This design comes from an exercise in tuning for small area, a short achievable clock period and few clock cycles on the open sky130 flow, not from production work.
Function was checked by simulation only, so behaviour that the tests miss may differ from the original.
Power and IR drop assume default switching activity.

Setup of run a:
## huffman_codegen
module huffman_codegen (
    input  wire       clk,
    input  wire       rst,           
    input  wire       start,
    input  wire [6:0] len,           
    output wire       ready,
    input  wire       in_valid,
    input  wire [7:0] in_data,
    output wire       in_ready,
    output wire       code_valid,
    output wire [7:0] code_sym,
    output wire [3:0] code_len,
    output wire [7:0] code_bits,     
    output wire       done,
    output wire       empty          
);
For scale: ~10,000 cells after synthesis, roughly 1,300 flip-flops.
==> flow/config.mk <==
export PLATFORM = sky130hd
export DESIGN_NAME = huffman_codegen
export DESIGN_NICKNAME = huffman_codegen
export VERILOG_FILES = /design/flow/design.v
export SDC_FILE = /design/flow/constraint.sdc
export NUM_CORES = 8
export LEC_CHECK = 0
export CAP_MARGIN = 30
export CORE_MARGIN = 2
export CORE_UTILIZATION = 40
export CTS_CLUSTER_DIAMETER = 120
export CTS_CLUSTER_SIZE = 16
export PLACE_DENSITY = 0.6
export SLEW_MARGIN = 30
export TNS_END_PERCENT = 0
==> flow/constraint.sdc <==
create_clock -name core_clock -period 10.0 [get_ports {clk}]
set_input_delay 2.0000 -clock core_clock [delete_from_list [all_inputs] [get_ports {clk}]]
set_output_delay 2.0000 -clock core_clock [all_outputs]
set_load 0.01 [all_outputs]
standard.sh (not shown) runs the stock make flow with config.mk's settings and CLKGATE_MAP_FILE= SYNTH_SCRIPT=/design/flow/synth_recipe.tcl, a recipe that flattens the netlist after the stock synthesis.
==> flow/flow/run.sh <==
#!/bin/bash
set -euo pipefail
bash standard.sh SETUP_SLACK_MARGIN=8 MAX_REPAIR_ANTENNAS_ITER_GRT=15 MAX_REPAIR_ANTENNAS_ITER_DRT=15 finish > standard_flow.log 2>&1
Testbench counts of run a, summed over its fixed seeds: cycles 21,272.
Relative to run a, the following input files were edited for run b:
diff --git a/flow/design.v b/flow/design.v
--- a/flow/design.v
+++ b/flow/design.v
@@ -42,30 +42,28 @@
     reg  [5:0] tm_m;
     reg  [7:0] fb0 [0:15];
     reg  [7:0] fb1 [0:15];
     reg  [4:0] rp, wp;
     reg  [5:0] qn;           
     reg  [4:1] qt;           
     reg  [7:0] H0, H1;       
     reg  [5:0] j;
     reg        tdb;          
-    reg  [7:0] l0g, l1g;     
-    reg        l0x, l1x;
+    reg        L0r, L1r;
     reg  [7:0] vjr;          
     reg  [6:0] ec;
     reg  [N-1:0] EF;
     reg  [5:0] et;           
     reg  [6:0] fidx;         
     reg        k_one;        
-    reg        xv_r;         
-    reg  [7:0] eqg;          
+    reg        newsym_r;     
     reg  [6:0] ns;           
-    reg  [7:0] hsg;          
+    reg        hs_r;         
     reg        code_valid_r, done_r, empty_r;
     reg  [7:0] code_sym_r, code_bits_r;
     reg  [3:0] code_len_r;
     assign ready      = st_idle;
     assign in_ready   = st_in;
     assign code_valid = code_valid_r;
     assign code_sym   = code_sym_r;
     assign code_len   = code_len_r;
     assign code_bits  = code_bits_r;
@@ -248,26 +246,24 @@
     wire [6:0] s_ll = f0 + f1;
     wire [6:0] s_lq = v1 ? f0 + 7'd2 : f0 + r0;
     wire [6:0] s_qq = v2 ? 7'd4 : (v1 ? r0 + 7'd2 : r0 + r1);
     wire [6:0] s_al = {1'b0, fa} + f0;
     wire [6:0] s_aq = v1 ? {1'b0, fa} + 7'd2 : {1'b0, fa} + r0;
     wire [6:0] msum = side ? (p1l ? s_al : s_aq)
                            : (p1l ? (p2l ? s_ll : s_lq) : (p2l ? s_lq : s_qq));
     wire done_merge = side ? p1 : p2;
     wire last_merge = (m == k - 7'd2);
-    wire       newsym_r = xv_r && !(|eqg);     
-    wire       hs_r     = |hsg;                
     wire [6:0] kf  = k + {6'd0, newsym_r};             
     wire [6:0] nsf = ns + {6'd0, newsym_r} - {6'd0, hs_r};
     wire [5:0] n2_next = (mfirst && kf == 7'd2 && nsf == 7'd2) ? 6'd0 :
                          (mfirst ? nsf[6:1] : n2 - {4'd0, vpop});
-    wire L0r = (|l0g) || l0x;
-    wire L1r = (|l1g) || l1x;
+    wire L0 = (|(tmn & ~sb0)) || tdfirst && twa && !tsa || ({j, 1'b0} < ns);    
+    wire L1 = (|(tmn & sb0)) || tdfirst && (twa && tsa || twb);
     wire I0 = !L0r;                          
     wire I1 = !L1r;                          
     wire [7:0] cc1 = {vjr[6:0], 1'b1};       
     wire [7:0] cc0 = {vjr[6:0], 1'b0};       
     wire [7:0] vj = tdfirst ? 8'd1 : (qt[1] ? H0 : (I1 ? cc1 : cc0));
     wire       td_end = (j == ns[6:1]);     
     reg  [1:0] f_push, f_pop;
     reg  [7:0] f_p0, f_p1;
     always @(*) begin
@@ -457,23 +453,20 @@
         twa  <= (p1l || p2l_b && !side) && (qf0 != 6'd1);
         twb  <= p2l_a && !side && (qf1 != 6'd1);
         tia  <= qi0;
         tib  <= qi1;
         tsa  <= p1l ? side : 1'b1;
         tm_m <= m;
         xv <= st_in && in_valid;
         if (st_in)
             X <= in_data;
-        xv_r <= xv;
-        for (i = 0; i < 8; i = i + 1) begin
-            eqg[i] <= xv && (|eq[i*8 +: 8]);
-            hsg[i] <= xv && (|(eq[i*8 +: 8] & single[i*8 +: 8]));
-        end
+        newsym_r <= xv && !(|eq);
+        hs_r     <= xv && (|(eq & single));
         ns       <= ns + {6'd0, newsym_r} - {6'd0, hs_r};
         k <= k + {6'd0, newsym_r};
         code_valid_r <= 1'b0;
         done_r       <= 1'b0;
         empty_r      <= 1'b0;
         if (st_idle) begin
             nrem <= len;
             k    <= 7'd0;
             ns   <= 7'd0;
@@ -553,24 +546,20 @@
                     wp       <= 5'd0;
                 end
             end
         end
         tdb <= st_td;
         if (st_td) begin
             tdfirst <= 1'b0;
             j   <= j - 6'd1;
             X   <= {1'b0, j - 6'd1, 1'b0};
-            for (i = 0; i < 8; i = i + 1) begin
-                l0g[i] <= |(tmn[i*8 +: 8] & ~sb0[i*8 +: 8]);
-                l1g[i] <= |(tmn[i*8 +: 8] & sb0[i*8 +: 8]);
-            end
-            l0x <= tdfirst && twa && !tsa || ({j, 1'b0} < ns);
-            l1x <= tdfirst && (twa && tsa || twb);
+            L0r <= L0;
+            L1r <= L1;
             vjr <= vj;
             if (td_end || j == 6'd0) begin
                 st_td   <= 1'b0;
                 st_emit <= 1'b1;
             end
         end
         fidx  <= (st_emit) ? fidx : k - 7'd3;
         k_one <= (k + {6'd0, newsym_r} == 7'd1);
         if (st_emit) begin
==> comparison <==
- Against run a, run b comes in 3 lower on critical path depth.
- Area growth from synthesis to final layout, run b and run a: smaller value in run a
- Where routed wire length is concerned, run a is better than run b.
- The worst setup slack reported for run b is smaller than that of run a by 100 ps.
- Run a → run b: number of flip-flops and latches in the synthesized netlist shows a reduction of 31, post-route cell area shows no meaningful change.
Testbench counts of run b, summed over its fixed seeds: cycles 21,272.

* * *

== trial 93 ==
huffman_codegen with an RTL version that a note above also has.
Size in the first run: about 1,300 flip-flops, about 44 I/O pins, roughly 0.097 mm^2 of cells after synthesis.
## huffman_codegen
module huffman_codegen (
    input  wire       clk,
    input  wire       rst,           
    input  wire       start,
    input  wire [6:0] len,           
    output wire       ready,
    input  wire       in_valid,
    input  wire [7:0] in_data,
    output wire       in_ready,
    output wire       code_valid,
    output wire [7:0] code_sym,
    output wire [3:0] code_len,
    output wire [7:0] code_bits,     
    output wire       done,
    output wire       empty          
);
clock: 10.0 ns
lec_check: 0
cap_margin: 30
core_margin: 2
core_utilization: 40
cts_cluster_diameter: 120
cts_cluster_size: 16
place_density: 0.6
setup_slack_margin: 5
slew_margin: 30
tns_end_percent: 0
run.sh (not shown) runs the stock make flow with config.mk's settings and CLKGATE_MAP_FILE= SYNTH_SCRIPT=/design/flow/synth_recipe.tcl, a recipe that flattens the netlist after the stock synthesis.
Stock flow here: none of the scripts above is used.
Testbench counts of trial 93, summed over its fixed seeds: cycles 21,272.
Input-level comparison between build 98 and trial 93:
diff --git a/flow/design.v b/flow/design.v
--- a/flow/design.v
+++ b/flow/design.v
@@ -40,32 +40,34 @@
     reg  [5:0] tia, tib;
     reg        tsa;
     reg  [5:0] tm_m;
     reg  [7:0] fb0 [0:15];
     reg  [7:0] fb1 [0:15];
     reg  [4:0] rp, wp;
     reg  [5:0] qn;           
     reg  [4:1] qt;           
     reg  [7:0] H0, H1;       
     reg  [5:0] j;
     reg        tdb;          
-    reg        L0r, L1r;
+    reg  [7:0] l0g, l1g;     
+    reg        l0x, l1x;
     reg  [7:0] vjr;          
     reg  [6:0] ec;
     reg  [N-1:0] EF;
     reg  [5:0] et;           
     reg  [6:0] fidx;         
     reg        k_one;        
-    reg        newsym_r;     
+    reg        xv_r;         
+    reg  [7:0] eqg;          
     reg  [6:0] ns;           
-    reg        hs_r;         
+    reg  [7:0] hsg;          
     reg        code_valid_r, done_r, empty_r;
     reg  [7:0] code_sym_r, code_bits_r;
     reg  [3:0] code_len_r;
     assign ready      = st_idle;
     assign in_ready   = st_in;
     assign code_valid = code_valid_r;
     assign code_sym   = code_sym_r;
     assign code_len   = code_len_r;
     assign code_bits  = code_bits_r;
     assign done       = done_r;
     assign empty      = empty_r;
@@ -244,28 +246,30 @@
     wire [1:0] vpop  = v2 ? nq2 : {1'b0, v1 && (nq2 != 2'd0)};
     wire [1:0] rpop  = v2 ? 2'd0 : (v1 ? {1'b0, p1q && p2q} : nq2);
     wire [6:0] s_ll = f0 + f1;
     wire [6:0] s_lq = v1 ? f0 + 7'd2 : f0 + r0;
     wire [6:0] s_qq = v2 ? 7'd4 : (v1 ? r0 + 7'd2 : r0 + r1);
     wire [6:0] s_al = {1'b0, fa} + f0;
     wire [6:0] s_aq = v1 ? {1'b0, fa} + 7'd2 : {1'b0, fa} + r0;
     wire [6:0] msum = side ? (p1l ? s_al : s_aq)
                            : (p1l ? (p2l ? s_ll : s_lq) : (p2l ? s_lq : s_qq));
     wire done_merge = side ? p1 : p2;
     wire last_merge = (m == k - 7'd2);
+    wire       newsym_r = xv_r && !(|eqg);     
+    wire       hs_r     = |hsg;                
     wire [6:0] kf  = k + {6'd0, newsym_r};             
     wire [6:0] nsf = ns + {6'd0, newsym_r} - {6'd0, hs_r};
     wire [5:0] n2_next = (mfirst && kf == 7'd2 && nsf == 7'd2) ? 6'd0 :
                          (mfirst ? nsf[6:1] : n2 - {4'd0, vpop});
-    wire L0 = (|(tmn & ~sb0)) || tdfirst && twa && !tsa || ({j, 1'b0} < ns);    
-    wire L1 = (|(tmn & sb0)) || tdfirst && (twa && tsa || twb);
+    wire L0r = (|l0g) || l0x;
+    wire L1r = (|l1g) || l1x;
     wire I0 = !L0r;                          
     wire I1 = !L1r;                          
     wire [7:0] cc1 = {vjr[6:0], 1'b1};       
     wire [7:0] cc0 = {vjr[6:0], 1'b0};       
     wire [7:0] vj = tdfirst ? 8'd1 : (qt[1] ? H0 : (I1 ? cc1 : cc0));
     wire       td_end = (j == ns[6:1]);     
     reg  [1:0] f_push, f_pop;
     reg  [7:0] f_p0, f_p1;
     always @(*) begin
         f_push = 2'd0; f_pop = 2'd0;
         f_p0 = 8'd0; f_p1 = 8'd0;
@@ -451,24 +455,27 @@
                 M <= M & ~putA & ~putB;
         end
         twa  <= (p1l || p2l_b && !side) && (qf0 != 6'd1);
         twb  <= p2l_a && !side && (qf1 != 6'd1);
         tia  <= qi0;
         tib  <= qi1;
         tsa  <= p1l ? side : 1'b1;
         tm_m <= m;
         xv <= st_in && in_valid;
         if (st_in)
             X <= in_data;
-        newsym_r <= xv && !(|eq);
-        hs_r     <= xv && (|(eq & single));
+        xv_r <= xv;
+        for (i = 0; i < 8; i = i + 1) begin
+            eqg[i] <= xv && (|eq[i*8 +: 8]);
+            hsg[i] <= xv && (|(eq[i*8 +: 8] & single[i*8 +: 8]));
+        end
         ns       <= ns + {6'd0, newsym_r} - {6'd0, hs_r};
         k <= k + {6'd0, newsym_r};
         code_valid_r <= 1'b0;
         done_r       <= 1'b0;
         empty_r      <= 1'b0;
         if (st_idle) begin
             nrem <= len;
             k    <= 7'd0;
             ns   <= 7'd0;
             if (start) begin
                 if (len == 7'd0) begin
@@ -544,24 +551,28 @@
                     qn       <= 6'd0;
                     rp       <= 5'd0;
                     wp       <= 5'd0;
                 end
             end
         end
         tdb <= st_td;
         if (st_td) begin
             tdfirst <= 1'b0;
             j   <= j - 6'd1;
             X   <= {1'b0, j - 6'd1, 1'b0};
-            L0r <= L0;
-            L1r <= L1;
+            for (i = 0; i < 8; i = i + 1) begin
+                l0g[i] <= |(tmn[i*8 +: 8] & ~sb0[i*8 +: 8]);
+                l1g[i] <= |(tmn[i*8 +: 8] & sb0[i*8 +: 8]);
+            end
+            l0x <= tdfirst && twa && !tsa || ({j, 1'b0} < ns);
+            l1x <= tdfirst && (twa && tsa || twb);
             vjr <= vj;
             if (td_end || j == 6'd0) begin
                 st_td   <= 1'b0;
                 st_emit <= 1'b1;
             end
         end
         fidx  <= (st_emit) ? fidx : k - 7'd3;
         k_one <= (k + {6'd0, newsym_r} == 7'd1);
         if (st_emit) begin
             if (esingle)
                 et <= et + 6'd1;
## What came out
On met1 wire length: between trial 93 and build 98, it ends up lower for build 98. Measured against each other, trial 93 and build 98 differ in ratio of final minimum period to clock period, the higher figure coming from trial 93. Of the two candidates, trial 93 has the worse pre-CTS setup slack and build 98 the better one. Taking trial 93 as the reference, in build 98 power shows an increase of 2.8%; x dimension of the die shows no meaningful change; critical path arrival shows a reduction of 0.11 ns; worst hold slack shows a reduction of 0.012 ns; filler cell count in the final layout shows an increase of 0.51%. Going from trial 93 to build 98, number of gates given a new drive strength after cts increased 13, storage element area increased about 2.2%, part of the power in combinational logic decreased 1.0 points, clock insertion delay at the later pin of the skew report increased 0.05 ns.
Testbench counts of build 98, summed over its fixed seeds: cycles 21,272.

-- what the ideal ports hide --
No port has a modelled driver above. Below, the same layouts with a new extraction and two added sets of constraints.
Step 1, drivers: a clkbuf_16 drives clk and a buf_2 each remaining input, both assumed.
Step 2, shift: input delay + t, output delay - t, t = (earliest + latest rising clock arrival at the registers) / 2. This alone moves slack from input paths to output paths.
Slacks: ideal ports / drivers / drivers and shift; pairs: ideal ports / drivers.
| run | t (ns) | slack for setup (ns) | slew at the worst register clock pin (ns) | worst slew at a driven data input, ns |
|---|---|---|---|---|
| run a | 0.950 | 4.887 / 4.887 / 4.887 | 0.10 / 0.10 | 0.03 |
| run b | 0.954 | 4.785 / 4.785 / 4.785 | 0.10 / 0.10 | 0.14 |
| trial 93 | 0.937 | 4.429 / 4.429 / 4.429 | 0.11 / 0.11 | 0.07 |
| build 98 | 0.977 | 4.524 / 4.524 / 4.524 | 0.11 / 0.11 | 0.04 |
After both steps setup and hold are still met in every run listed.
